Background: an optimization exercise with open tools, aiming at small area, a short achievable clock period and few clock cycles per item. Do not read the settings as production practice.
In this exercise RTL edits were held to simulation tests only and were not proved equivalent to the original.

==> module filt_step, before the edit <==
module filt_step (
    input  wire [30:0] s,
    input  wire        hs,        
    input  wire [7:0]  te,
    input  wire [23:0] tm,
    output wire [30:0] y,
    output wire        hy         
);
    wire [7:0]  es  = s[30:23];
    wire [23:0] ms  = {hs, s[22:0]};
    wire        big = es > 8'd1;
    wire        p47 = ms >= 24'hB6DB6E;         
    wire        sh  = big & ~p47;               
    wire [48:0] w;
    mul07_tree u_tree (.ms(ms), .sh(sh), .w(w));
    wire [7:0]  esf = big ? es : 8'd1;
    wire [7:0]  eh  = esf - {7'd0, sh};
    wire        hge = eh >= te;
    wire [23:0] mh  = sh ? w[46:23] : w[47:24];
    wire [7:0]  da  = eh - te;
    wire        fa  = da > 8'd27;
    wire [27:0] tx  = {1'b0, tm, 3'b000};
    wire [27:0] ts  = tx >> da[4:0];
    wire        tl  = fa ? (|tm) : (|(tx & ~(28'hFFFFFFF << da[4:0])));
    wire [27:0] tz  = fa ? {27'd0, tl} : {ts[27:1], ts[0] | tl};
    wire [7:0]  db  = te - esf + 8'd1;
    wire        fb  = db > 8'd28;
    wire [28:0] hx  = {w[48:24], w[23] & sh, 3'b000};
    wire [28:0] hsh = hx >> db[4:0];
    wire        hl  = fb ? (|hx) : (|(hx & ~(29'h1FFFFFFF << db[4:0])));
    wire [27:0] hz  = fb ? {27'd0, hl} : {hsh[27:1], hsh[0] | hl};
    wire [23:0] xa  = hge ? mh : tm;
    wire [27:0] zb  = hge ? tz : hz;
    wire [7:0]  ex  = hge ? eh : te;
    wire [2:0]  low = zb[2:0];
    wire [23:0] zh  = zb[26:3];                 
    wire [25:0] ya  = {2'b00, xa} + {2'b00, zh};
    wire [26:0] yc  = {2'b00, xa, 1'b1} + {2'b00, zh, 1'b1};
    wire [25:0] yb  = yc[26:1];                 
    wire        ovf = ya[24];
    wire        inc0 = low[2] & (low[1] | low[0] | ya[0]);
    wire        inc1 = ya[0] & ((|low) | ya[1]);
    wire [24:0] m0  = inc0 ? yb[24:0] : ya[24:0];
    wire [24:0] m1  = inc1 ? yb[25:1] : ya[25:1];
    wire [24:0] mn  = ovf ? m1 : m0;
    wire [23:0] px  = xa ^ zh;
    wire        ro0 = inc0 & (&px);
    wire [7:0]  exm = ex - 8'd1;
    wire [7:0]  ex1 = ex + 8'd1;
    wire        sub = (ex == 8'd1);
    wire [7:0]  ey0 = ro0 ? ex1 : ((sub & ~m0[23]) ? exm : ex);
    wire [7:0]  ey1 = ex1;
    wire [7:0]  ey  = ovf ? ey1 : ey0;
    assign y  = {ey, mn[22:0]};
    assign hy = ~sub | ovf | m0[24] | m0[23];
endmodule
==> module mul03, before the edit <==
module mul03 (
    input  wire [25:0] mx2,
    input  wire [7:0]  er,
    output wire [7:0]  e,
    output wire [23:0] m
);
    wire [29:0] b9  = {4'd0, mx2} + {1'b0, mx2, 3'b000};
    wire [33:0] b153 = {4'd0, b9} + {b9, 4'd0};
    wire [49:0] q   = {16'd0, b153} + {8'd0, b153, 8'd0} + {b153, 16'd0} + {24'd0, mx2};
    wire [23:0] mt  = q[48:25];
    wire        g   = q[24];
    wire        st  = |mx2[22:0];                 
    wire        inc = g & (st | mt[0]);
    assign m = mt + {23'd0, inc};
    assign e = er;
endmodule
Settings: LEC_CHECK=0, ABC_AREA=1, CAP_MARGIN=20, CORE_MARGIN=2, CORE_UTILIZATION=40, SLEW_MARGIN=20; clock period 35.0 ns.
standard.sh (not shown) runs the stock make flow with config.mk's settings and CLKGATE_MAP_FILE= SYNTH_SCRIPT=/design/flow/synth_recipe.tcl, a recipe that flattens the netlist after the stock synthesis.
==> flow/flow/run.sh <==
#!/bin/bash
# The standard layout, with two changes to how it is made:
#  - Yosys's synth runs without its early ABC pass (SYNTH_ARGS=-noabc), so
#    that the full adders are found before the logic is remapped and do not
#    need inverters around them; the final ABC mapping is unchanged;
#  - repair_timing is asked for extra setup slack so that the gates on the
#    filter loop are sized for speed.
# The SDC (clock period, I/O delays) is the standard flow's own and is not touched.
set -euo pipefail
export SETUP_SLACK_MARGIN=26
export MAKEFLAGS="SYNTH_ARGS=-noabc"
bash standard.sh > standard.log 2>&1
Testbench counts at the start, summed over its fixed seeds: cycles 882,746, items 882,746.
Edit:
--- a/flow/design.v
+++ b/flow/design.v
@@ -553,46 +553,48 @@
     wire        sh  = big & ~p47;               
     wire [48:0] w;
     mul07_tree u_tree (.ms(ms), .sh(sh), .w(w));
     wire [7:0]  esf = big ? es : 8'd1;
     wire [7:0]  eh  = esf - {7'd0, sh};
     wire        hge = eh >= te;
-    wire [23:0] mh  = sh ? w[46:23] : w[47:24];
+    wire [24:0] mh  = sh ? w[47:23] : w[48:24];    
     wire [7:0]  da  = eh - te;
     wire        fa  = da > 8'd27;
     wire [27:0] tx  = {1'b0, tm, 3'b000};
     wire [27:0] ts  = tx >> da[4:0];
     wire        tl  = fa ? (|tm) : (|(tx & ~(28'hFFFFFFF << da[4:0])));
     wire [27:0] tz  = fa ? {27'd0, tl} : {ts[27:1], ts[0] | tl};
     wire [7:0]  db  = te - esf + 8'd1;
     wire        fb  = db > 8'd28;
     wire [28:0] hx  = {w[48:24], w[23] & sh, 3'b000};
     wire [28:0] hsh = hx >> db[4:0];
     wire        hl  = fb ? (|hx) : (|(hx & ~(29'h1FFFFFFF << db[4:0])));
     wire [27:0] hz  = fb ? {27'd0, hl} : {hsh[27:1], hsh[0] | hl};
-    wire [23:0] xa  = hge ? mh : tm;
+    wire [24:0] xa  = hge ? mh : {1'b0, tm};
     wire [27:0] zb  = hge ? tz : hz;
     wire [7:0]  ex  = hge ? eh : te;
     wire [2:0]  low = zb[2:0];
-    wire [23:0] zh  = zb[26:3];                 
-    wire [25:0] ya  = {2'b00, xa} + {2'b00, zh};
-    wire [26:0] yc  = {2'b00, xa, 1'b1} + {2'b00, zh, 1'b1};
+    wire [24:0] zh  = zb[27:3];
+    wire [25:0] ya  = {1'b0, xa} + {1'b0, zh};
+    wire [26:0] yc  = {1'b0, xa, 1'b1} + {1'b0, zh, 1'b1};
     wire [25:0] yb  = yc[26:1];                 
     wire        ovf = ya[24];
     wire        inc0 = low[2] & (low[1] | low[0] | ya[0]);
     wire        inc1 = ya[0] & ((|low) | ya[1]);
     wire [24:0] m0  = inc0 ? yb[24:0] : ya[24:0];
     wire [24:0] m1  = inc1 ? yb[25:1] : ya[25:1];
     wire [24:0] mn  = ovf ? m1 : m0;
-    wire [23:0] px  = xa ^ zh;
-    wire        ro0 = inc0 & (&px);
+    wire [24:0] px  = xa ^ zh;
+    wire        ro0 = inc0 & (&px[23:0]) & ~px[24];
+    wire        ro1 = inc1 & (&px[24:0]);
     wire [7:0]  exm = ex - 8'd1;
     wire [7:0]  ex1 = ex + 8'd1;
+    wire [7:0]  ex2 = ex + 8'd2;
     wire        sub = (ex == 8'd1);
     wire [7:0]  ey0 = ro0 ? ex1 : ((sub & ~m0[23]) ? exm : ex);
-    wire [7:0]  ey1 = ex1;
+    wire [7:0]  ey1 = ro1 ? ex2 : ex1;
     wire [7:0]  ey  = ovf ? ey1 : ey0;
     assign y  = {ey, mn[22:0]};
     assign hy = ~sub | ovf | m0[24] | m0[23];
 endmodule
 module mul03_pre (
     input  wire [30:0] x,
@@ -617,14 +619,15 @@
     wire [33:0] b153 = {4'd0, b9} + {b9, 4'd0};
     wire [49:0] q   = {16'd0, b153} + {8'd0, b153, 8'd0} + {b153, 16'd0} + {24'd0, mx2};
     wire [23:0] mt  = q[48:25];
     wire        g   = q[24];
     wire        st  = |mx2[22:0];                 
     wire        inc = g & (st | mt[0]);
-    assign m = mt + {23'd0, inc};
-    assign e = er;
+    wire [24:0] mr  = {1'b0, mt} + {24'd0, inc};
+    assign m = mr[24] ? 24'h800000 : mr[23:0];
+    assign e = mr[24] ? er + 8'd1 : er;
 endmodule
 module amf_rx (
     input  wire        clk,
     input  wire        rst,
     input  wire        in_valid,
     output wire        in_ready,
After rerunning: Setup slack is better by 0.077 ns; routed wire length rises by 4.3%; final area rises by 6.7%; critical path depth is unchanged; count of clock-buffer cells in the layout falls by 6; die area rises by 3.0%; utilization rises by 1.4 points; via count rises by 4.8%; first-iteration DRC count falls by 1.6%; sequential share of layout area falls by 0.95 points.
Testbench counts after the change, summed over its fixed seeds: cycles 882,746, items 882,746.

[static timing again, ports no longer ideal]
No port has a modelled driver above. Below, the same layouts with a new extraction and two added sets of constraints.
Step 1 sets driving cells, clkbuf_16 on the clock port and buf_2 on the other inputs (assumed; they add their load-dependent delay and slew).
Step 2 adds t to the input delays and takes it off the output delays; t is the mean of the earliest and latest rising clock arrival at the registers after step 1. Input paths then give back, and output paths get back, about the clock's delay inside the block.
a / b / c = no drivers / after step 1 / after step 2; a / b = the first two.
run | t, ns | setup slack, ns | worst slew at a driven data input, ns | cell pins on the clock port's net
the first run | 0.622 | 26.143 / 26.172 / 25.550 | 0.07 | 1
the second run | 0.639 | 26.220 / 26.208 / 25.611 | 0.06 | 1
After both steps every run listed still meets setup and hold. For the second run, which loses most, drivers alone change the setup slack by -0.012 ns; drivers and shift together by -0.609 ns.
